This design comes from an exercise in tuning for small area and a short achievable clock period on the open sky130 flow, not from production work.
Where RTL was checked, it was by simulation tests only, not by an equivalence proof against the original.
Power figures rest on the tool's default switching activity, not on a simulated workload.

## v6
==> module ovarint_core, before the edit <==
module ovarint_core (
    input  wire         clk,
    input  wire         rst,
    input  wire         in_valid,
    input  wire [4:0]   cmd,         
    input  wire [127:0] val_in,
    input  wire [127:0] bytes_in,    
    input  wire [4:0]   len_in,
    output reg          out_valid,
    output reg  [2:0]   status,
    output reg  [4:0]   len_out,
    output reg  [127:0] bytes_out,   
    output reg  [127:0] val_out
);
    localparam [2:0] ST_OK        = 3'd0;
    localparam [2:0] ST_OUTRANGE  = 3'd1;
    localparam [2:0] ST_TRUNCATED = 3'd2;
    localparam [2:0] ST_ILLEGAL   = 3'd4;
    integer i, k, m;
    wire       dir  = cmd[4];
    wire       sgn  = cmd[3];
    wire [2:0] wsel = cmd[2:0];
    wire w8 = (wsel == 3'd0), w16 = (wsel == 3'd1), w32 = (wsel == 3'd2),
         w64 = (wsel == 3'd3), w128 = wsel[2];
    reg msb;
    always @* begin
        case (wsel)
            3'd0:    msb = val_in[7];
            3'd1:    msb = val_in[15];
            3'd2:    msb = val_in[31];
            3'd3:    msb = val_in[63];
            default: msb = val_in[127];
        endcase
    end
    wire s = sgn & msb;
    reg [127:0] wide;
    always @* begin
        wide = val_in;
        if (w8)  wide[15:8]  = {8{s}};
        if (w16) wide[23:16] = {8{s}};
        if (w32) wide[39:32] = {8{s}};
        if (w64) wide[71:64] = {8{s}};
    end
    reg [15:1] f;
    reg [8:0]  g;
    always @* begin
        for (k = 1; k < 16; k = k + 1) begin
            g = val_in[8 * k - 5 +: 9];
            f[k] = sgn ? (|g & ~&g) : |g[8:1];
        end
        if (sgn) begin
            if (w8)  f[1] = |val_in[7:3]   & ~&val_in[7:3];
            if (w16) f[2] = |val_in[15:11] & ~&val_in[15:11];
            if (w32) f[4] = |val_in[31:27] & ~&val_in[31:27];
            if (w64) f[8] = |val_in[63:59] & ~&val_in[63:59];
        end else begin
            if (w8)  f[1] = |val_in[7:4];
            if (w16) f[2] = |val_in[15:12];
            if (w32) f[4] = |val_in[31:28];
            if (w64) f[8] = |val_in[63:60];
        end
        if (w8)  f[15:2] = 14'd0;
        if (w16) f[15:3] = 13'd0;
        if (w32) f[15:5] = 11'd0;
        if (w64) f[15:9] = 7'd0;
    end
    wire oor_e = w128 & (sgn ? (|val_in[127:123] & ~&val_in[127:123]) : (|val_in[127:124]));
    wire [7:0] hdr  = bytes_in[7:0];
    wire       negd = sgn & ~hdr[7];
    wire [3:0] n_d  = sgn ? (hdr[6:3] ^ {4{~hdr[7]}}) : hdr[7:4];
    wire [7:0] hdr_v = sgn ? {{5{negd}}, hdr[2:0]} : {4'd0, hdr[3:0]};
    wire       trunc = ~len_in[4] & (len_in[3:0] <= n_d);
    reg [127:0] x_a;         
    reg [15:1]  f_a;         
    reg [3:0]   nd_a;        
    reg         dir_a, sgn_a;
    reg [2:0]   wsel_a;
    reg         e_a;         
    reg         v_a;
    always @(posedge clk) begin
        if (rst)
            v_a <= 1'b0;
        else
            v_a <= in_valid;
        x_a    <= dir ? {bytes_in[127:8], hdr_v} : wide;
        f_a    <= f;
        nd_a   <= n_d;
        dir_a  <= dir;
        sgn_a  <= sgn;
        wsel_a <= wsel;
        e_a    <= dir ? trunc : oor_e;
    end
    reg [3:0] n_e;
    always @* begin
        n_e = 4'd0;
        for (k = 1; k < 16; k = k + 1)
            if (f_a[k]) n_e = k;
    end
    wire [3:0] n = dir_a ? nd_a : n_e;
    wire       fill = x_a[7];
    wire [3:0] sh   = ~n;
    reg [127:0] r, y;
    always @* begin
        for (i = 0; i < 16; i = i + 1)
            r[8 * i +: 8] = x_a[8 * (15 - i) +: 8];
        y = r;
        if (sh[3]) y = {{64{fill}}, y[127:64]};
        if (sh[2]) y = {{32{fill}}, y[127:32]};
        if (sh[1]) y = {{16{fill}}, y[127:16]};
        if (sh[0]) y = {{8{fill}},  y[127:8]};
    end
    wire [7:0] hx = dir_a ? 8'd0 : sgn_a ? {1'b1, n, 3'd0} : {n, 4'd0};
    wire [127:0] res = {y[127:8], y[7:0] ^ hx};
    wire negd_a = x_a[7];
    reg [15:0] c, p, q;
    always @* begin
        for (m = 0; m < 16; m = m + 1)
            c[m] = negd_a ? (&x_a[8 * m +: 8]) : ~(|x_a[8 * m +: 8]);
        p[0] = c[0];
        for (m = 1; m < 16; m = m + 1)
            p[m] = p[m - 1] & c[m];
        for (m = 0; m < 15; m = m + 1)
            q[m] = p[m] & (~sgn_a | (x_a[8 * m + 15] == negd_a));
        q[15] = p[15];
    end
    reg  [3:0] wb;        
    always @* begin
        case (wsel_a)
            3'd0:    wb = 4'd1;
            3'd1:    wb = 4'd2;
            3'd2:    wb = 4'd4;
            default: wb = 4'd8;
        endcase
    end
    wire [4:0] dw   = {1'b0, nd_a} - {1'b0, wb};
    wire       fits = wsel_a[2] | dw[4] | q[dw[3:0]];
    reg [2:0] st;
    always @* begin
        if (wsel_a > 3'd4) st = ST_ILLEGAL;
        else if (!dir_a)   st = e_a ? ST_OUTRANGE : ST_OK;
        else if (e_a)      st = ST_TRUNCATED;
        else if (!fits)    st = ST_OUTRANGE;
        else               st = ST_OK;
    end
    always @(posedge clk) begin
        if (rst)
            out_valid <= 1'b0;
        else
            out_valid <= v_a;
        status    <= st;
        len_out   <= (st == ST_OK) ? ({1'b0, n} + 5'd1) : 5'd0;
        y_b       <= res;
    end
    reg [127:0] y_b;
    always @* begin
        bytes_out = y_b;
        val_out   = y_b;
    end
endmodule
Settings: LEC_CHECK=0, CAP_MARGIN=20, CORE_MARGIN=2, CORE_UTILIZATION=35, PLACE_DENSITY=0.45, SETUP_SLACK_MARGIN=5, SLEW_MARGIN=20; clock period 8.0 ns.
standard.sh (not shown) runs the stock make flow with config.mk's settings and CLKGATE_MAP_FILE= SYNTH_SCRIPT=/design/flow/synth_recipe.tcl, a recipe that flattens the netlist after the stock synthesis.
==> flow/flow/run.sh <==
#!/bin/bash
set -euo pipefail
export BUFFER_PORTS_ARGS="-buffer_cell sky130_fd_sc_hd__buf_1"
bash standard.sh > standard.log 2>&1
v6: all stages complete, timing, DRC and antenna checks passed
What v7 does differently from v6 at the input level:
==> flow/design.v <==
module ovarint_core (
    input  wire         clk,
    input  wire         rst,
    input  wire         in_valid,
    input  wire [4:0]   cmd,         
    input  wire [127:0] val_in,
    input  wire [127:0] bytes_in,    
    input  wire [4:0]   len_in,
    output reg          out_valid,
    output reg  [2:0]   status,
    output reg  [4:0]   len_out,
    output reg  [127:0] bytes_out,   
    output reg  [127:0] val_out
);
    localparam [2:0] ST_OK        = 3'd0;
    localparam [2:0] ST_OUTRANGE  = 3'd1;
    localparam [2:0] ST_TRUNCATED = 3'd2;
    localparam [2:0] ST_ILLEGAL   = 3'd4;
    integer i, k, m;
    wire       dir  = cmd[4];
    wire       sgn  = cmd[3];
    wire [2:0] wsel = cmd[2:0];
    wire w8 = (wsel == 3'd0), w16 = (wsel == 3'd1), w32 = (wsel == 3'd2),
         w64 = (wsel == 3'd3), w128 = wsel[2];
    reg [127:0] wide;
    always @* begin
        wide = val_in;
        if (w8)  wide[15:8]  = {8{sgn & val_in[7]}};
        if (w16) wide[23:16] = {8{sgn & val_in[15]}};
        if (w32) wide[39:32] = {8{sgn & val_in[31]}};
        if (w64) wide[71:64] = {8{sgn & val_in[63]}};
    end
    reg [15:1] f;
    reg [8:0]  g;
    always @* begin
        for (k = 1; k < 16; k = k + 1) begin
            g = val_in[8 * k - 5 +: 9];
            f[k] = sgn ? (|g & ~&g) : |g[8:1];
        end
        if (sgn) begin
            if (w8)  f[1] = |val_in[7:3]   & ~&val_in[7:3];
            if (w16) f[2] = |val_in[15:11] & ~&val_in[15:11];
            if (w32) f[4] = |val_in[31:27] & ~&val_in[31:27];
            if (w64) f[8] = |val_in[63:59] & ~&val_in[63:59];
        end else begin
            if (w8)  f[1] = |val_in[7:4];
            if (w16) f[2] = |val_in[15:12];
            if (w32) f[4] = |val_in[31:28];
            if (w64) f[8] = |val_in[63:60];
        end
        if (w8)  f[15:2] = 14'd0;
        if (w16) f[15:3] = 13'd0;
        if (w32) f[15:5] = 11'd0;
        if (w64) f[15:9] = 7'd0;
    end
    wire oor_e = w128 & (sgn ? (|val_in[127:123] & ~&val_in[127:123]) : (|val_in[127:124]));
    wire [7:0] hdr  = bytes_in[7:0];
    wire       negd = sgn & ~hdr[7];
    wire [3:0] n_d  = sgn ? (hdr[6:3] ^ {4{~hdr[7]}}) : hdr[7:4];
    wire [7:0] hdr_v = sgn ? {{5{negd}}, hdr[2:0]} : {4'd0, hdr[3:0]};
    reg [127:0] x_a;         
    reg [15:1]  f_a;         
    reg [3:0]   nd_a;        
    reg         dir_a, sgn_a;
    reg [2:0]   wsel_a;
    reg         oor_a;       
    reg [4:0]   len_a;       
    reg         v_a;
    always @(posedge clk) begin
        if (rst)
            v_a <= 1'b0;
        else
            v_a <= in_valid;
        x_a    <= dir ? {bytes_in[127:8], hdr_v} : wide;
        f_a    <= f;
        nd_a   <= n_d;
        dir_a  <= dir;
        sgn_a  <= sgn;
        wsel_a <= wsel;
        oor_a  <= oor_e;
        len_a  <= len_in;
    end
    reg [3:0] n_e;
    always @* begin
        n_e = 4'd0;
        for (k = 1; k < 16; k = k + 1)
            if (f_a[k]) n_e = k;
    end
    wire [3:0] n = dir_a ? nd_a : n_e;
    wire       fill = x_a[7];
    wire [3:0] sh   = ~n;
    reg [127:0] r, y;
    always @* begin
        for (i = 0; i < 16; i = i + 1)
            r[8 * i +: 8] = x_a[8 * (15 - i) +: 8];
        y = r;
        if (sh[3]) y = {{64{fill}}, y[127:64]};
        if (sh[2]) y = {{32{fill}}, y[127:32]};
        if (sh[1]) y = {{16{fill}}, y[127:16]};
        if (sh[0]) y = {{8{fill}},  y[127:8]};
    end
    wire [7:0] hx = dir_a ? 8'd0 : sgn_a ? {1'b1, n, 3'd0} : {n, 4'd0};
    wire [127:0] res = {y[127:8], y[7:0] ^ hx};
    wire negd_a = x_a[7];
    reg [15:0] c, p, q;
    always @* begin
        for (m = 0; m < 16; m = m + 1)
            c[m] = negd_a ? (&x_a[8 * m +: 8]) : ~(|x_a[8 * m +: 8]);
        p[0] = c[0];
        for (m = 1; m < 16; m = m + 1)
            p[m] = p[m - 1] & c[m];
        for (m = 0; m < 15; m = m + 1)
            q[m] = p[m] & (~sgn_a | (x_a[8 * m + 15] == negd_a));
        q[15] = p[15];
    end
    reg  [3:0] wb;        
    always @* begin
        case (wsel_a)
            3'd0:    wb = 4'd1;
            3'd1:    wb = 4'd2;
            3'd2:    wb = 4'd4;
            default: wb = 4'd8;
        endcase
    end
    wire [4:0] dw   = {1'b0, nd_a} - {1'b0, wb};
    wire       fits = wsel_a[2] | dw[4] | q[dw[3:0]];
    wire trunc = ~len_a[4] & (len_a[3:0] <= nd_a);
    reg [2:0] st;
    always @* begin
        if (wsel_a > 3'd4) st = ST_ILLEGAL;
        else if (!dir_a)   st = oor_a ? ST_OUTRANGE : ST_OK;
        else if (trunc)    st = ST_TRUNCATED;
        else if (!fits)    st = ST_OUTRANGE;
        else               st = ST_OK;
    end
    always @(posedge clk) begin
        if (rst)
            out_valid <= 1'b0;
        else
            out_valid <= v_a;
        status    <= st;
        len_out   <= (st == ST_OK) ? ({1'b0, n} + 5'd1) : 5'd0;
        y_b       <= res;
    end
    reg [127:0] y_b;
    always @* begin
        bytes_out = y_b;
        val_out   = y_b;
    end
endmodule
==> summary.txt <==
Diff v6 -> v7: synthesized netlist cell count grew by 1.6%; global routing usage on met1 shrank by 0.75 points; total number of vias grew by 0.49%; sequential share of layout area grew by 0.28 points. Looking at simple-gate share of the synthesized area across v7 and v6, the one that comes out higher is v7. Going from v6 to v7, adder-cell share of the synthesized area shows no meaningful change; portion of the clock cycle consumed by the worst path in the final layout shows no meaningful change; total power shows no meaningful change. v6 ended up with y_b[4] as its endpoint of the worst setup timing path; v7 ended up with y_b[7]. v6 → v7: maximum VDD drop saw an increase; shortest clock period the worst path allows after layout now sits at about the same level; number of logic stages on the critical path including buffering fell by 2; number of nets in the synthesized netlist now sits higher. v7 has more flip-flops than v6. When v7 is measured against v6, its non-clock inverter instance count of the final layout turns out 7 lower. The final layout from v7, which completed every stage, passed the timing, DRC and antenna checks at the end of the flow.
For v7, only the layout was checked, not whether the RTL still works.


Another version of the RTL of ovarint_core (not shown whole).
For scale: about 1700 cells after synthesis, ~140 flip-flops, about 530 I/O pins, about 13000 µm² of cells after synthesis.
==> module ovarint_core, before the edit <==
module ovarint_core (
    input  wire         clk,
    input  wire         rst,
    input  wire         in_valid,
    input  wire [4:0]   cmd,         
    input  wire [127:0] val_in,
    input  wire [127:0] bytes_in,    
    input  wire [4:0]   len_in,
    output reg          out_valid,
    output reg  [2:0]   status,
    output reg  [4:0]   len_out,
    output reg  [127:0] bytes_out,   
    output reg  [127:0] val_out
);
    localparam [2:0] ST_OK        = 3'd0;
    localparam [2:0] ST_OUTRANGE  = 3'd1;
    localparam [2:0] ST_TRUNCATED = 3'd2;
    localparam [2:0] ST_ILLEGAL   = 3'd4;
    wire       dir  = cmd[4];
    wire       sgn  = cmd[3];
    wire [2:0] wsel = cmd[2:0];
    wire       illegal = (wsel > 3'd4);
    integer i, k, m;
    reg msb;
    always @* begin
        case (wsel)
            3'd0:    msb = val_in[7];
            3'd1:    msb = val_in[15];
            3'd2:    msb = val_in[31];
            3'd3:    msb = val_in[63];
            default: msb = val_in[127];
        endcase
    end
    wire s = sgn & msb;
    wire w8 = (wsel == 3'd0), w16 = (wsel == 3'd1), w32 = (wsel == 3'd2),
         w64 = (wsel == 3'd3), w128 = wsel[2];
    reg [127:0] wide;
    always @* begin
        wide = val_in;
        if (w8)  wide[15:8]  = {8{s}};
        if (w16) wide[23:16] = {8{s}};
        if (w32) wide[39:32] = {8{s}};
        if (w64) wide[71:64] = {8{s}};
    end
    reg [15:1] fu, fs;
    reg [8:0]  g;
    always @* begin
        for (k = 1; k < 16; k = k + 1) begin
            g = val_in[8 * k - 5 +: 9];
            fs[k] = |g & ~&g;
            fu[k] = |g[8:1];
        end
        if (w8)  fs[1] = |val_in[7:3]   & ~&val_in[7:3];
        if (w16) fs[2] = |val_in[15:11] & ~&val_in[15:11];
        if (w32) fs[4] = |val_in[31:27] & ~&val_in[31:27];
        if (w64) fs[8] = |val_in[63:59] & ~&val_in[63:59];
        if (w8)  fu[1] = |val_in[7:4];
        if (w16) fu[2] = |val_in[15:12];
        if (w32) fu[4] = |val_in[31:28];
        if (w64) fu[8] = |val_in[63:60];
        if (w8)  begin fu[15:2] = 14'd0; fs[15:2] = 14'd0; end
        if (w16) begin fu[15:3] = 13'd0; fs[15:3] = 13'd0; end
        if (w32) begin fu[15:5] = 11'd0; fs[15:5] = 11'd0; end
        if (w64) begin fu[15:9] = 7'd0;  fs[15:9] = 7'd0;  end
    end
    reg [3:0] n_u, n_s;
    always @* begin
        n_u = 4'd0;
        n_s = 4'd0;
        for (k = 1; k < 16; k = k + 1) begin
            if (fu[k]) n_u = k;
            if (fs[k]) n_s = k;
        end
    end
    wire [3:0] n_e = sgn ? n_s : n_u;
    wire oor_e = w128 & (sgn ? (|val_in[127:123] & ~&val_in[127:123]) : (|val_in[127:124]));
    wire [7:0] hdr  = bytes_in[7:0];
    wire       negd = sgn & ~hdr[7];
    wire [3:0] n_d  = sgn ? (hdr[6:3] ^ {4{~hdr[7]}}) : hdr[7:4];
    wire [7:0] hdr_v = sgn ? {{5{negd}}, hdr[2:0]} : {4'd0, hdr[3:0]};
    wire trunc = ~len_in[4] & (len_in[3:0] <= n_d);
    reg [15:0] c, p, q;
    always @* begin
        c[0] = (hdr_v == {8{negd}});
        for (m = 1; m < 16; m = m + 1)
            c[m] = negd ? (&bytes_in[8 * m +: 8]) : ~(|bytes_in[8 * m +: 8]);
        p[0] = c[0];
        for (m = 1; m < 16; m = m + 1)
            p[m] = p[m - 1] & c[m];
        for (m = 0; m < 15; m = m + 1)
            q[m] = p[m] & (~sgn | (bytes_in[8 * m + 15] == negd));
        q[15] = p[15];
    end
    reg  [3:0] wb;        
    always @* begin
        case (wsel)
            3'd0:    wb = 4'd1;
            3'd1:    wb = 4'd2;
            3'd2:    wb = 4'd4;
            default: wb = 4'd8;
        endcase
    end
    wire [4:0] dw   = {1'b0, n_d} - {1'b0, wb};
    wire       fits = w128 | dw[4] | q[dw[3:0]];
    reg [2:0]   st_n;
    always @* begin
        if (illegal)      st_n = ST_ILLEGAL;
        else if (!dir)    st_n = oor_e ? ST_OUTRANGE : ST_OK;
        else if (trunc)   st_n = ST_TRUNCATED;
        else if (!fits)   st_n = ST_OUTRANGE;
        else              st_n = ST_OK;
    end
    wire [127:0] src = dir ? {bytes_in[127:8], hdr_v} : wide;
    wire [3:0]   n_n = dir ? n_d : n_e;
    reg [127:0] x_r;
    reg [3:0]   n_r, sh_r;
    reg [2:0]   st_r;
    reg         eu_r, es_r;
    always @(posedge clk) begin
        if (rst)
            out_valid <= 1'b0;
        else
            out_valid <= in_valid;
        x_r  <= src;
        n_r  <= n_n;
        sh_r <= ~n_n;
        st_r <= st_n;
        eu_r <= ~dir & ~sgn;
        es_r <= ~dir & sgn;
    end
    wire       fill = x_r[7];
    reg [127:0] r, y;
    integer b;
    always @* begin
        for (i = 0; i < 16; i = i + 1)
            r[8 * i +: 8] = x_r[8 * (15 - i) +: 8];
        y = r;
        for (b = 3; b >= 0; b = b - 1)
            for (i = 0; i < 16; i = i + 1)
                if (i < 8 ? sh_r[b] : !n_r[b])
                    y[8 * i +: 8] = (i + (1 << b) < 16) ? y[8 * (i + (1 << b)) +: 8] : {8{fill}};
    end
    wire [7:0] hx = eu_r ? {n_r, 4'd0} : es_r ? {1'b1, n_r, 3'd0} : 8'd0;
    wire [127:0] res = {y[127:8], y[7:0] ^ hx};
    always @* begin
        status    = st_r;
        len_out   = (st_r == ST_OK) ? ({1'b0, n_r} + 5'd1) : 5'd0;
        bytes_out = res;
        val_out   = res;
    end
endmodule
Settings: LEC_CHECK=0, CAP_MARGIN=20, CORE_MARGIN=2, CORE_UTILIZATION=35, PLACE_DENSITY=0.45, SETUP_SLACK_MARGIN=4.0, SLEW_MARGIN=20; clock period 8.0 ns.
Scripts as last shown in full above: flow/flow/run.sh
Next try:
--- a/flow/design.v
+++ b/flow/design.v
@@ -39,43 +39,41 @@
         wide = val_in;
         if (w8)  wide[15:8]  = {8{s}};
         if (w16) wide[23:16] = {8{s}};
         if (w32) wide[39:32] = {8{s}};
         if (w64) wide[71:64] = {8{s}};
     end
-    reg [15:1] fu, fs;
+    reg [15:1] f;
     reg [8:0]  g;
     always @* begin
         for (k = 1; k < 16; k = k + 1) begin
             g = val_in[8 * k - 5 +: 9];
-            fs[k] = |g & ~&g;
-            fu[k] = |g[8:1];
+            f[k] = sgn ? (|g & ~&g) : |g[8:1];
         end
-        if (w8)  fs[1] = |val_in[7:3]   & ~&val_in[7:3];
-        if (w16) fs[2] = |val_in[15:11] & ~&val_in[15:11];
-        if (w32) fs[4] = |val_in[31:27] & ~&val_in[31:27];
-        if (w64) fs[8] = |val_in[63:59] & ~&val_in[63:59];
-        if (w8)  fu[1] = |val_in[7:4];
-        if (w16) fu[2] = |val_in[15:12];
-        if (w32) fu[4] = |val_in[31:28];
-        if (w64) fu[8] = |val_in[63:60];
-        if (w8)  begin fu[15:2] = 14'd0; fs[15:2] = 14'd0; end
-        if (w16) begin fu[15:3] = 13'd0; fs[15:3] = 13'd0; end
-        if (w32) begin fu[15:5] = 11'd0; fs[15:5] = 11'd0; end
-        if (w64) begin fu[15:9] = 7'd0;  fs[15:9] = 7'd0;  end
+        if (sgn) begin
+            if (w8)  f[1] = |val_in[7:3]   & ~&val_in[7:3];
+            if (w16) f[2] = |val_in[15:11] & ~&val_in[15:11];
+            if (w32) f[4] = |val_in[31:27] & ~&val_in[31:27];
+            if (w64) f[8] = |val_in[63:59] & ~&val_in[63:59];
+        end else begin
+            if (w8)  f[1] = |val_in[7:4];
+            if (w16) f[2] = |val_in[15:12];
+            if (w32) f[4] = |val_in[31:28];
+            if (w64) f[8] = |val_in[63:60];
+        end
+        if (w8)  f[15:2] = 14'd0;
+        if (w16) f[15:3] = 13'd0;
+        if (w32) f[15:5] = 11'd0;
+        if (w64) f[15:9] = 7'd0;
     end
-    reg [3:0] n_u, n_s;
+    reg [3:0] n_e;
     always @* begin
-        n_u = 4'd0;
-        n_s = 4'd0;
-        for (k = 1; k < 16; k = k + 1) begin
-            if (fu[k]) n_u = k;
-            if (fs[k]) n_s = k;
-        end
+        n_e = 4'd0;
+        for (k = 1; k < 16; k = k + 1)
+            if (f[k]) n_e = k;
     end
-    wire [3:0] n_e = sgn ? n_s : n_u;
     wire oor_e = w128 & (sgn ? (|val_in[127:123] & ~&val_in[127:123]) : (|val_in[127:124]));
     wire [7:0] hdr  = bytes_in[7:0];
     wire       negd = sgn & ~hdr[7];
     wire [3:0] n_d  = sgn ? (hdr[6:3] ^ {4{~hdr[7]}}) : hdr[7:4];
     wire [7:0] hdr_v = sgn ? {{5{negd}}, hdr[2:0]} : {4'd0, hdr[3:0]};
     wire trunc = ~len_in[4] & (len_in[3:0] <= n_d);
@@ -110,38 +108,37 @@
         else if (!fits)   st_n = ST_OUTRANGE;
         else              st_n = ST_OK;
     end
     wire [127:0] src = dir ? {bytes_in[127:8], hdr_v} : wide;
     wire [3:0]   n_n = dir ? n_d : n_e;
     reg [127:0] x_r;
-    reg [3:0]   n_r, sh_r;
+    reg [3:0]   n_r;
     reg [2:0]   st_r;
     reg         eu_r, es_r;
     always @(posedge clk) begin
         if (rst)
             out_valid <= 1'b0;
         else
             out_valid <= in_valid;
         x_r  <= src;
         n_r  <= n_n;
-        sh_r <= ~n_n;
         st_r <= st_n;
         eu_r <= ~dir & ~sgn;
         es_r <= ~dir & sgn;
     end
     wire       fill = x_r[7];
+    wire [3:0] sh   = ~n_r;
     reg [127:0] r, y;
-    integer b;
     always @* begin
         for (i = 0; i < 16; i = i + 1)
             r[8 * i +: 8] = x_r[8 * (15 - i) +: 8];
         y = r;
-        for (b = 3; b >= 0; b = b - 1)
-            for (i = 0; i < 16; i = i + 1)
-                if (i < 8 ? sh_r[b] : !n_r[b])
-                    y[8 * i +: 8] = (i + (1 << b) < 16) ? y[8 * (i + (1 << b)) +: 8] : {8{fill}};
+        if (sh[3]) y = {{64{fill}}, y[127:64]};
+        if (sh[2]) y = {{32{fill}}, y[127:32]};
+        if (sh[1]) y = {{16{fill}}, y[127:16]};
+        if (sh[0]) y = {{8{fill}},  y[127:8]};
     end
     wire [7:0] hx = eu_r ? {n_r, 4'd0} : es_r ? {1'b1, n_r, 3'd0} : 8'd0;
     wire [127:0] res = {y[127:8], y[7:0] ^ hx};
     always @* begin
         status    = st_r;
         len_out   = (st_r == ST_OK) ? ({1'b0, n_r} + 5'd1) : 5'd0;
Outcome: Cell area is lower by 5.7%; clock-buffer cell count does not change; first-iteration DRC count is higher by 3.5%; global-route usage went down by 0.46 points; power came out lower by 6.3%; routed wire length came out lower by 6.4%; die area shrinks by 2.9%; worst setup slack gains 0.011 ns; clock power decreases by 7.8%.
Function was not checked in any run of this note: the RTL went through the layout flow alone.

-- what the ideal ports hide --
The results above use ideal ports. As a check the final layouts listed here were re-extracted and re-timed, cells and wires unchanged. Step 1 sets driving cells, clkbuf_16 on the clock port and buf_2 on the other inputs (assumed; they add their load-dependent delay and slew). Step 2 also shifts input and output timing later by t, the mid clock arrival at the registers, as if the neighbouring blocks saw the same clock. Three values: ideal ports, drivers, drivers and shift; two values: the first two.
| run | shift t [ns] | slack for setup (ns) | worst hold slack (ns) | slew at the worst register clock pin (ns) |
|---|---|---|---|---|
| v6 | 0.611 | 5.013 / 5.013 / 4.469 | 0.451 / 0.451 / 0.451 | 0.07 / 0.07 |
| v7 | 0.609 | 5.010 / 5.010 / 4.569 | 0.444 / 0.444 / 0.444 | 0.07 / 0.07 |
| the first run of note 2 | 0.481 | 3.966 / 3.912 / 3.567 | 1.309 / 1.290 / 1.771 | 0.08 / 0.08 |
| the second run of note 2 | 0.467 | 3.977 / 3.924 / 3.689 | 1.336 / 1.306 / 1.772 | 0.08 / 0.08 |
After both steps every run listed still meets setup and hold. For v6, which loses most, drivers alone change the setup slack by 0.000 ns; drivers and shift together by -0.544 ns.
